Source: an optimization exercise on an open RTL-to-GDS flow (aim: small area, a short achievable clock period and few clock cycles). Production flows keep margins and buffers that such runs may drop.
In this exercise RTL edits were held to simulation tests only and were not proved equivalent to the original.
Power is estimated from default activity; no workload was simulated.

[design/flow/run.sh]
#!/bin/bash
# synth_recipe.tcl (not shown) runs the flow's synth.tcl, then flattens the netlist and writes it again
# the make line also repeats each setting of config.mk as NAME=value (left out here)
make -C /OpenROAD-flow-scripts/flow DESIGN_CONFIG=/design/flow/config.mk WORK_HOME=/design/flow/orfs CLKGATE_MAP_FILE= SYNTH_SCRIPT=/design/flow/synth_recipe.tcl finish
[design/flow/config.mk]
export PLATFORM = sky130hd
export DESIGN_NAME = bfx_core
export DESIGN_NICKNAME = bfx_core
export VERILOG_FILES = /design/flow/design.v
export SDC_FILE = /design/flow/constraint.sdc
export NUM_CORES = 4
export LEC_CHECK = 0
export CAP_MARGIN = 20
export CORE_MARGIN = 2
export CORE_UTILIZATION = 40
export SLEW_MARGIN = 20
[design/flow/constraint.sdc]
create_clock -name core_clock -period 10.0 [get_ports {clk}]
set_input_delay 2.0000 -clock core_clock [delete_from_list [all_inputs] [get_ports {clk}]]
set_output_delay 2.0000 -clock core_clock [all_outputs]
set_load 0.01 [all_outputs]
[design/flow/design.v]
module bfx_core (
    input  wire         clk,
    input  wire         rst,
    input  wire         cmd_valid,
    output wire         cmd_ready,
    input  wire [127:0] cmd_hdr,
    input  wire         pay_valid,
    output wire         pay_ready,
    input  wire [7:0]   pay_data,
    output wire         rsp_valid,
    input  wire         rsp_ready,
    output wire [7:0]   rsp_status,
    output wire [31:0]  rsp_value,
    output wire [31:0]  rsp_rlen,
    output wire         res_valid,
    input  wire         res_ready,
    output wire [7:0]   res_data
);
    localparam [7:0] OP_WRAP        = 8'h01, OP_ALLOCATE     = 8'h02,
                     OP_REMAINING   = 8'h03, OP_FLIP         = 8'h04,
                     OP_GET_BITS    = 8'h10, OP_GET_BITS_AT  = 8'h11,
                     OP_GET_BYTES   = 8'h12, OP_GET_BYTES_AT = 8'h13,
                     OP_PUT_BITS    = 8'h20, OP_PUT_BITS_AT  = 8'h21,
                     OP_PUT_BYTES   = 8'h22, OP_PUT_BYTES_AT = 8'h23,
                     OP_PUT_INT     = 8'h24, OP_PUT_SHORT    = 8'h25,
                     OP_ARRAY       = 8'h30, OP_USED_ARRAY   = 8'h31,
                     OP_PICK_MIDDLE = 8'h40, OP_PICK_LEFT    = 8'h41,
                     OP_PICK_RIGHT  = 8'h42, OP_RIGHT_MASK   = 8'h43,
                     OP_LEFT_MASK   = 8'h44;
    localparam [7:0] ST_OK = 8'd0, ST_INVALID_ARG = 8'd1, ST_OUT_OF_RANGE = 8'd2,
                     ST_ILLEGAL = 8'd3, ST_NO_BUFFER = 8'd4, ST_CAPACITY = 8'd5;
    localparam [2:0] S_IDLE = 3'd0, S_DECODE = 3'd1, S_EXEC = 3'd2,
                     S_RESP = 3'd3, S_OUT = 3'd4;
    reg         valid;
    reg [5:0]   len;           
    reg [8:0]   cap;           
    reg [2:0]   pad;           
    reg [5:0]   cur_byte;      
    reg [2:0]   cur_bit;       
    reg [255:0] store;         
    reg [2:0]   state;
    reg [7:0]   h_op;
    reg [23:0]  h_rsv;
    reg [31:0]  h_a, h_b, h_c;
    reg         ok;            
    reg [8:0]   ptr;           
    reg [8:0]   bits_left;     
    reg [31:0]  pay_left;      
    reg [31:0]  sreg;          
    reg [5:0]   out_left;      
    reg [7:0]   last_mask;     
    reg [7:0]   r_status;
    reg [31:0]  r_value;
    reg [5:0]   r_rlen;
    wire [271:0] store_ext = {store, 16'h0000};
    wire [5:0]   k         = ptr[8:3];
    wire [2:0]   b         = ptr[2:0];
    wire [15:0]  window    = store_ext[271 - {k, 3'b000} -: 16];
    wire [15:0]  win_sh    = window << b;
    wire [3:0]   put_chunk = (bits_left >= 9'd8) ? 4'd8 : {1'b0, bits_left[2:0]};
    wire [3:0]   get_chunk = (bits_left[2:0] != 3'd0) ? {1'b0, bits_left[2:0]} : 4'd8;
    wire [3:0]   ext_n     = (state == S_OUT) ? get_chunk : h_a[3:0];
    wire [7:0]   extracted = win_sh[15:8] >> (4'd8 - ext_n);
    wire [7:0]   put_src   = (h_op == OP_PUT_BYTES || h_op == OP_PUT_BYTES_AT || h_op == OP_WRAP)
                             ? pay_data : sreg[31:24];
    wire [7:0]   put_val   = put_src >> (4'd8 - put_chunk);
    wire [4:0]   ins_sh    = 5'd16 - {2'b00, b} - {1'b0, put_chunk};
    wire [15:0]  ins_mask  = ((16'h0001 << put_chunk) - 16'h0001) << ins_sh;
    wire [15:0]  ins_bits  = {8'h00, put_val} << ins_sh;
    wire [15:0]  new_win   = (window & ~ins_mask) | ins_bits;
    wire rsv_z  = (h_rsv == 24'd0);
    wire a_z    = (h_a == 32'd0);
    wire b_z    = (h_b == 32'd0);
    wire c_z    = (h_c == 32'd0);
    wire c8_z   = (h_c[31:8] == 24'd0);
    wire c16_z  = (h_c[31:16] == 16'd0);
    reg legal;
    always @(*) begin
        case (h_op)
            OP_WRAP:                         legal = a_z && b_z;
            OP_ALLOCATE:                     legal = b_z && c_z;
            OP_REMAINING, OP_FLIP,
            OP_ARRAY, OP_USED_ARRAY:         legal = a_z && b_z && c_z;
            OP_GET_BITS, OP_GET_BYTES:       legal = b_z && c_z;
            OP_GET_BITS_AT, OP_GET_BYTES_AT: legal = c_z;
            OP_PUT_BITS:                     legal = b_z && c8_z;
            OP_PUT_BITS_AT:                  legal = c8_z;
            OP_PUT_BYTES:                    legal = b_z;
            OP_PUT_BYTES_AT:                 legal = 1'b1;
            OP_PUT_INT:                      legal = b_z;
            OP_PUT_SHORT:                    legal = b_z && c16_z;
            OP_PICK_MIDDLE:                  legal = c8_z;
            OP_PICK_LEFT, OP_PICK_RIGHT:     legal = b_z && c8_z;
            OP_RIGHT_MASK, OP_LEFT_MASK:     legal = b_z && c_z;
            default:                         legal = 1'b0;
        endcase
        legal = legal && rsv_z;
    end
    wire has_payload = (h_op == OP_WRAP) || (h_op == OP_PUT_BYTES) || (h_op == OP_PUT_BYTES_AT);
    wire is_picker   = (h_op[7:4] == 4'h4);
    wire needs_buf   = !(h_op == OP_WRAP || h_op == OP_ALLOCATE || is_picker);
    wire        n_neg    = h_a[31];
    wire        n_gt8    = !n_neg && (h_a > 32'd8);
    wire        n_gt16   = !n_neg && (h_a > 32'd16);
    wire        n_gt32   = !n_neg && (h_a > 32'd32);
    wire        n_le0    = n_neg || (h_a == 32'd0);
    wire [8:0]  len_bits = {len, 3'b000};
    wire [8:0]  pos      = {cur_byte, cur_bit};
    wire [8:0]  remaining = len_bits - pos - {6'd0, pad};
    wire        rem_lt_n   = !n_neg && ({23'd0, remaining} < h_a);
    wire [33:0] start_n    = {2'b00, h_b} + {2'b00, h_a};
    wire        in_storage = !h_b[31] && (h_b[31:3] < {23'd0, len}) &&
                             (start_n <= {25'd0, len_bits});
    wire        absput_ok  = (start_n + {31'd0, pad} <= {25'd0, len_bits});
    wire        n_gt_dlen  = !n_neg && ({3'b000, h_a} > {h_c, 3'b000});
    wire        pm_ok      = !h_a[31] && !h_b[31] && (h_a <= h_b) && (h_b <= 32'd8);
    reg [7:0] status;
    always @(*) begin
        status = ST_OK;
        if (!legal)
            status = ST_ILLEGAL;
        else if (needs_buf && !valid)
            status = ST_NO_BUFFER;
        else begin
            case (h_op)
                OP_WRAP:
                    if (c_z)                          status = ST_INVALID_ARG;
                    else if (h_c > 32'd32)            status = ST_CAPACITY;
                OP_ALLOCATE:
                    if (n_le0)                        status = ST_INVALID_ARG;
                    else if (h_a > 32'd256)           status = ST_CAPACITY;
                OP_GET_BITS, OP_PUT_BITS:
                    if (n_neg || n_gt8)               status = ST_INVALID_ARG;
                    else if (rem_lt_n)                status = ST_OUT_OF_RANGE;
                OP_GET_BITS_AT:
                    if (n_neg || n_gt8)               status = ST_INVALID_ARG;
                    else if (rem_lt_n || !in_storage) status = ST_OUT_OF_RANGE;
                OP_GET_BYTES:
                    if (n_neg)                        status = ST_INVALID_ARG;
                    else if (rem_lt_n)                status = ST_OUT_OF_RANGE;
                OP_GET_BYTES_AT:
                    if (n_neg)                        status = ST_INVALID_ARG;
                    else if (rem_lt_n || !in_storage) status = ST_OUT_OF_RANGE;
                OP_PUT_BITS_AT:
                    if (n_neg || n_gt8)               status = ST_INVALID_ARG;
                    else if (rem_lt_n || !in_storage || !absput_ok)
                                                      status = ST_OUT_OF_RANGE;
                OP_PUT_BYTES:
                    if (n_neg || n_gt_dlen)           status = ST_INVALID_ARG;
                    else if (rem_lt_n)                status = ST_OUT_OF_RANGE;
                OP_PUT_BYTES_AT:
                    if (n_neg || n_gt_dlen)           status = ST_INVALID_ARG;
                    else if (rem_lt_n || !in_storage || !absput_ok)
                                                      status = ST_OUT_OF_RANGE;
                OP_PUT_INT:
                    if (n_neg || n_gt32)              status = ST_INVALID_ARG;
                    else if (rem_lt_n)                status = ST_OUT_OF_RANGE;
                OP_PUT_SHORT:
                    if (n_neg || n_gt16)              status = ST_INVALID_ARG;
                    else if (rem_lt_n)                status = ST_OUT_OF_RANGE;
                OP_PICK_MIDDLE:
                    if (!pm_ok)                       status = ST_INVALID_ARG;
                OP_PICK_LEFT, OP_PICK_RIGHT, OP_RIGHT_MASK, OP_LEFT_MASK:
                    if (n_neg || n_gt8)               status = ST_INVALID_ARG;
                default: ;
            endcase
        end
    end
    wire [3:0] n4       = h_a[3:0];
    wire [7:0] data8    = h_c[7:0];
    wire [7:0] pm_shift = data8 << h_a[3:0];
    wire [3:0] pm_width = h_b[3:0] - h_a[3:0];
    wire [8:0] low_ones = (9'd1 << n4) - 9'd1;
    reg [31:0] dec_value;
    always @(*) begin
        case (h_op)
            OP_REMAINING:   dec_value = {23'd0, remaining};
            OP_PICK_MIDDLE: dec_value = {24'd0, pm_shift >> (4'd8 - pm_width)};
            OP_PICK_LEFT:   dec_value = {24'd0, data8 >> (4'd8 - n4)};
            OP_PICK_RIGHT:  dec_value = {24'd0, data8 & low_ones[7:0]};
            OP_RIGHT_MASK:  dec_value = {24'd0, low_ones[7:0]};
            OP_LEFT_MASK:   dec_value = {24'd0, 8'hFF << (4'd8 - n4)};
            default:        dec_value = 32'd0;
        endcase
    end
    wire [8:0] n9      = h_a[8:0];
    wire [8:0] n_bytes = (n9 + 9'd7) >> 3;      
    reg  [5:0] dec_rlen;
    always @(*) begin
        case (h_op)
            OP_GET_BYTES, OP_GET_BYTES_AT: dec_rlen = n_bytes[5:0];
            OP_ARRAY:                      dec_rlen = len;
            OP_USED_ARRAY:                 dec_rlen = cur_byte + {5'd0, cur_bit != 3'd0};
            default:                       dec_rlen = 6'd0;
        endcase
    end
    function [7:0] top_mask(input [2:0] m);
        top_mask = (m == 3'd0) ? 8'hFF : (8'hFF << (4'd8 - {1'b0, m}));
    endfunction
    assign cmd_ready  = (state == S_IDLE);
    assign pay_ready  = (state == S_EXEC) && has_payload && (pay_left != 32'd0);
    assign rsp_valid  = (state == S_RESP);
    assign rsp_status = r_status;
    assign rsp_value  = r_value;
    assign rsp_rlen   = {26'd0, r_rlen};
    assign res_valid  = (state == S_OUT);
    assign res_data   = (out_left == 6'd1) ? (extracted & last_mask) : extracted;
    wire pay_fire = pay_valid && pay_ready;
    wire res_fire = res_valid && res_ready;
    integer i;
    always @(posedge clk) begin
        if (rst) begin
            state <= S_IDLE;
            valid <= 1'b0;
        end else begin
            case (state)
            S_IDLE: begin
                if (cmd_valid) begin
                    h_op  <= cmd_hdr[127:120];
                    h_rsv <= cmd_hdr[119:96];
                    h_a   <= cmd_hdr[95:64];
                    h_b   <= cmd_hdr[63:32];
                    h_c   <= cmd_hdr[31:0];
                    state <= S_DECODE;
                end
            end
            S_DECODE: begin
                ok        <= (status == ST_OK);
                r_status  <= status;
                r_value   <= (status == ST_OK) ? dec_value : 32'd0;
                r_rlen    <= (status == ST_OK) ? dec_rlen : 6'd0;
                pay_left  <= has_payload ? h_c : 32'd0;
                bits_left <= 9'd0;
                state     <= S_RESP;
                if (has_payload)
                    state <= S_EXEC;
                if (status == ST_OK) begin
                    case (h_op)
                    OP_WRAP: begin
                        valid     <= 1'b1;
                        len       <= h_c[5:0];
                        cap       <= {h_c[5:0], 3'b000};
                        pad       <= 3'd0;
                        cur_byte  <= 6'd0;
                        cur_bit   <= 3'd0;
                        ptr       <= 9'd0;
                        bits_left <= {h_c[5:0], 3'b000};
                    end
                    OP_ALLOCATE: begin
                        valid    <= 1'b1;
                        len      <= n_bytes[5:0];
                        cap      <= n9;
                        pad      <= (n9[2:0] == 3'd0) ? 3'd0 : 3'd0 - n9[2:0];
                        cur_byte <= 6'd0;
                        cur_bit  <= 3'd0;
                        store    <= 256'd0;
                    end
                    OP_FLIP: begin
                        if (cur_bit != 3'd0)
                            pad <= 3'd0 - cur_bit;
                        cur_byte <= 6'd0;
                        cur_bit  <= 3'd0;
                    end
                    OP_GET_BITS, OP_PUT_BITS, OP_PUT_BYTES, OP_PUT_INT, OP_PUT_SHORT: begin
                        {cur_byte, cur_bit} <= pos + n9;
                        ptr       <= pos;
                        bits_left <= n9;
                        state     <= S_EXEC;
                    end
                    OP_GET_BITS_AT, OP_PUT_BITS_AT, OP_PUT_BYTES_AT: begin
                        ptr       <= h_b[8:0];
                        bits_left <= n9;
                        state     <= S_EXEC;
                    end
                    OP_GET_BYTES: begin
                        {cur_byte, cur_bit} <= pos + n9;
                        ptr       <= pos;
                        bits_left <= n9;
                        out_left  <= dec_rlen;
                        last_mask <= 8'hFF;
                    end
                    OP_GET_BYTES_AT: begin
                        ptr       <= h_b[8:0];
                        bits_left <= n9;
                        out_left  <= dec_rlen;
                        last_mask <= 8'hFF;
                    end
                    OP_ARRAY: begin
                        ptr       <= 9'd0;
                        bits_left <= {dec_rlen, 3'b000};
                        out_left  <= dec_rlen;
                        last_mask <= top_mask(cap[2:0]);
                    end
                    OP_USED_ARRAY: begin
                        ptr       <= 9'd0;
                        bits_left <= {dec_rlen, 3'b000};
                        out_left  <= dec_rlen;
                        last_mask <= top_mask(cur_bit);
                    end
                    default: ;
                    endcase
                    case (h_op)
                    OP_PUT_BITS, OP_PUT_BITS_AT: sreg <= {data8 << (4'd8 - n4), 24'd0};
                    OP_PUT_INT:                  sreg <= h_c << (6'd32 - h_a[5:0]);
                    OP_PUT_SHORT:                sreg <= {h_c[15:0] << (5'd16 - h_a[4:0]), 16'd0};
                    default: ;
                    endcase
                end
            end
            S_EXEC: begin
                if (has_payload) begin
                    if (pay_left == 32'd0)
                        state <= S_RESP;
                    else if (pay_fire) begin
                        pay_left <= pay_left - 32'd1;
                        if (ok && bits_left != 9'd0) begin
                            for (i = 0; i < 32; i = i + 1) begin
                                if (i == k)     store[255 - 8*i -: 8] <= new_win[15:8];
                                if (i == k + 1) store[255 - 8*i -: 8] <= new_win[7:0];
                            end
                            ptr       <= ptr + {5'd0, put_chunk};
                            bits_left <= bits_left - {5'd0, put_chunk};
                        end
                        if (pay_left == 32'd1)
                            state <= S_RESP;
                    end
                end else if (h_op == OP_GET_BITS || h_op == OP_GET_BITS_AT) begin
                    r_value <= {24'd0, extracted};
                    state   <= S_RESP;
                end else begin
                    if (bits_left == 9'd0)
                        state <= S_RESP;
                    else begin
                        for (i = 0; i < 32; i = i + 1) begin
                            if (i == k)     store[255 - 8*i -: 8] <= new_win[15:8];
                            if (i == k + 1) store[255 - 8*i -: 8] <= new_win[7:0];
                        end
                        ptr       <= ptr + {5'd0, put_chunk};
                        bits_left <= bits_left - {5'd0, put_chunk};
                        sreg      <= sreg << 8;
                        if (bits_left <= 9'd8)
                            state <= S_RESP;
                    end
                end
            end
            S_RESP: begin
                if (rsp_ready)
                    state <= (r_rlen != 6'd0) ? S_OUT : S_IDLE;
            end
            S_OUT: begin
                if (res_fire) begin
                    ptr       <= ptr + {5'd0, get_chunk};
                    bits_left <= bits_left - {5'd0, get_chunk};
                    out_left  <= out_left - 6'd1;
                    if (out_left == 6'd1)
                        state <= S_IDLE;
                end
            end
            default: state <= S_IDLE;
            endcase
        end
    end
endmodule
==> summary.txt <==
-- final cells by class --
type | instances | area share, %
flip-flops and latches | 524 | 32.9
multi-input cells | 3692 | 52.7
well taps | 1403 | 3.68
clock inverters | 44 | 0.745
inverters | 208 | 1.64
diodes | 2 | 0.0105
clock buffers | 71 | 3.28
repair buffers | 263 | 5.06
-- placed cells by master (no fill, tap or decap), drive strengths merged, types with 54 or more instances in the layout --
master         netlist  routed
clkdlybuf4s50        0     171
ha                 200     200
mux2i              131     131
clkbuf             189      72
o22ai              229     229
nor2               525     525
nand3              177     177
inv                198     204
edfxtp             520     520
nand2              402     402
o21ai              400     400
o221ai              72      72
buf                162      91
a21oi              240     240
xnor2               82      82
conb                 1      54
nor4                61      61
mux4               101     101
nor3               126     126
-- cells by family after synthesis --
group           after synthesis  synth area share, %
other cells                   1              0.00875
flops                       524                 36.6
mux                         250                 8.84
simple gates               1608                 17.7
fa+ha+maj                   209                 6.26
xor+xnor                    120                 2.53
buf+inv                     559                 5.73
compound gates             1451                 22.3
-- through the flow --
stage / worst slack (ps) / cells
final: 1030 / 6207
after global routing: 784 / 6205
after CTS: 1090 / 6204
after detailed placement: 1830 / 6089
after global placement: 1950 / 6089
after floorplan: 172 / 4775
-- worst max path at each step --
stage                     slack (ps)  cells past startpoint                      to
after detailed placement        1830                     17             res_data[2]
after CTS                       1090                     17             res_data[2]
after floorplan                  170                     12  store[0]$_SDFFCE_PN0P_
final                           1030                     15             res_data[0]
after global placement          1950                     17             res_data[2]
after global routing             780                     16             res_data[3]
-- where the power goes --
part | leakage, nW | internal, mW | switching, mW
registers | 4.87 | 2.90 | 0.381
logic | 11.0 | 2.00 | 4.88
clock network | 0.949 | 1.22 | 1.01
-- metal layers --
metal	track usage [%]	vias to the layer above	share of wire, %
met3	6.03	513	12
li1	-	18100	-
met4	12.7	12	4.6
met2	47.3	2814	43
met1	44.7	20100	41
met5	0	-	0.054
-- tightest hold or removal path: stages, from the launching register on --
cell      delay, ps
edfxtp_1        320
nand2_1          50
nand2_1          40
-- sequential cells by signal (all words and copies together), names as in the netlist, 6 cells and up --
register   count
store        256
h_a           32
h_b           32
h_c           32
pay_left      32
sreg          32
h_rsv         24
bits_left      9
ptr            9
r_value        9
h_op           8
last_mask      8
cur_byte       6
len            6
out_left       6
r_rlen         6
==> summary.txt <==
Top FF cell, synth=edfxtp_1; total grt overflow=0; largest net degree at the start of global routing=roughly 140; routed wire length=around 180000 µm; final net count=5101; vias post-DR=~41000; area growth from synthesis to layout=11.3%; Vias/cell=~6.7; EDFF count, synth=520; area of the multi-input gates=about 25000 µm²; R2R Setup Slk=2880 ps; max-cap viol count=0; Row Count=120; H-tree depth=2; antenna violations before repair=14; CTS Buffer Depth=3; die width=around 330 µm; drt pass-1 iters=8; critical path required time=approximately 8000 ps; filler instances=around 10000; CP Capture Type=output pin; Netlist cell types=around 120; Die Span Y=about 330 µm; r2r endpoint=store[69]$_SDFFCE_PN0P_; fin. max-slew vios=0; placed wire-length estimate=129000 µm; DR WL/cell=a little under 30 µm; Register Area=around 16000 µm²; hold_ws=514 ps; Ys Warns=1; VDD IR max=about 0.00077 V; Clock Latency Late Sink=710 ps; post-synthesis cell area=around 43000 µm²; synth cell count leaders=nor2_1, edfxtp_1, nand2_1; drt drc=0; final instance area=47700 µm²; CTS root buf=clkbuf_16; Worst Max-Slew Pin Slew=roughly 1200 ps; Clock transition at path regs=60 ps; most common cell in the synthesized netlist=nor2_1; hold depth=2; Final ANT Viol Nets=0; Seq cells post-synth=about 520; first-pass GRT wire length=~260000 µm; clock sinks=524; largest area contributor in the netlist=edfxtp_1; slowest CP cell=ha_4; critical path's largest stage delay=~780 ps; Worst R2R Start=bits_left[4]$_DFFE_PP_; CTS tree=yes; PostCTS Resize Cnt=0; initial DRC count=6118; final setup fails=0; outcome=timing/DRC/antenna clean; CTS Buf Count=61; Final TNS setup=0 ps; Post-synth ARST share=0%; Hold Path Origin=sreg[5]$_SDFFCE_PP0P_; Crit Path Max Fanout=between 40 and 50; pwr dens=~260 nW/µm²; Crit Path Class=register to output pin; buffer and inverter count on the worst path=3; DIE AREA=110000 µm²; fin crit share=roughly nine tenths; Final Skew=60.9 ps; Synth area leaders=edfxtp_1, ha_1, mux4_2, nor2_1, o21ai_0; critical path startpoint category=register; Post-CTS Hold Buffers=0; postcts setup bufs=0; register area share after synthesis=~37%; Mapped Cells=between 4000 and 5000; leak pwr=between 15 and 20 nW; Arrival @ worst endpoint=around 7000 ps; worst min-delay path category=register to register; Total Routing Usage GR=between 30% and 40%; Setup crit start=ptr[4]$_DFFE_PP_; Core Footprint=107000 µm²; Crit path max-delay family=compound AO/OA/AOI/OAI gates; post-placement cell area=approximately 46000 µm²; post-synthesis average cell area=roughly 9 µm²; GP Congestion=1.02; Initial Util=about 40%; min Tclk post-route=between 8000 and 9000 ps; Rel. slew slack=roughly a fifth; worst hold endpoint=sreg[13]$_DFFE_PP_; vias in the first global route=~38000; area share of the largest cell type after synthesis=36.4%; Final Util=44.7%; crit-path cells=inv_1 -> ha_4 -> buf_4 -> mux2_2 -> nor2_1 -> a21oi_1 -> mux4_2 -> a221oi_2 -> nor2_2 -> a2111oi_1 -> a311oi_1 -> a32o_1 -> a311oi_2 -> nor3_1 -> clkdlybuf4s50_1; # IOs=approximately 230; I/O Buffers=around 170; RSZ-0062 raised after global routing=no; total power=around 12 mW; layout cells sized above 1=under 10%; final hold vios=0; FF-to-FF path depth=18; Fmax=approximately 0.11 GHz
Testbench counts, summed over its fixed seeds: cycles 26,477.

==> port drivers added, routing unchanged <==
How much do the figures lean on ideal ports? The routed layout below was timed once more, with nothing changed but the port constraints.
Step 1 (the two cells are an assumption about what drives the block):
set clk [get_ports {clk}]
set_driving_cell -lib_cell sky130_fd_sc_hd__clkbuf_16 $clk
set_driving_cell -lib_cell sky130_fd_sc_hd__buf_2 [delete_from_list [all_inputs] $clk]
Step 2 adds t to the input delays and takes it off the output delays; t is the mean of the earliest and latest rising clock arrival at the registers after step 1. Input paths then give back, and output paths get back, about the clock's delay inside the block.
Slacks: ideal ports / drivers / drivers and shift; pairs: ideal ports / drivers.
shift t [ns]: 0.754
setup WS [ns]: 1.030 / 0.956 / 1.711
worst setup path at the end: register to output
worst data-port slew with drivers (ns): 0.08
After both steps this run still meets setup and hold. The setup slack of this run moves by -0.074 ns with the drivers and by +0.681 ns with both steps.
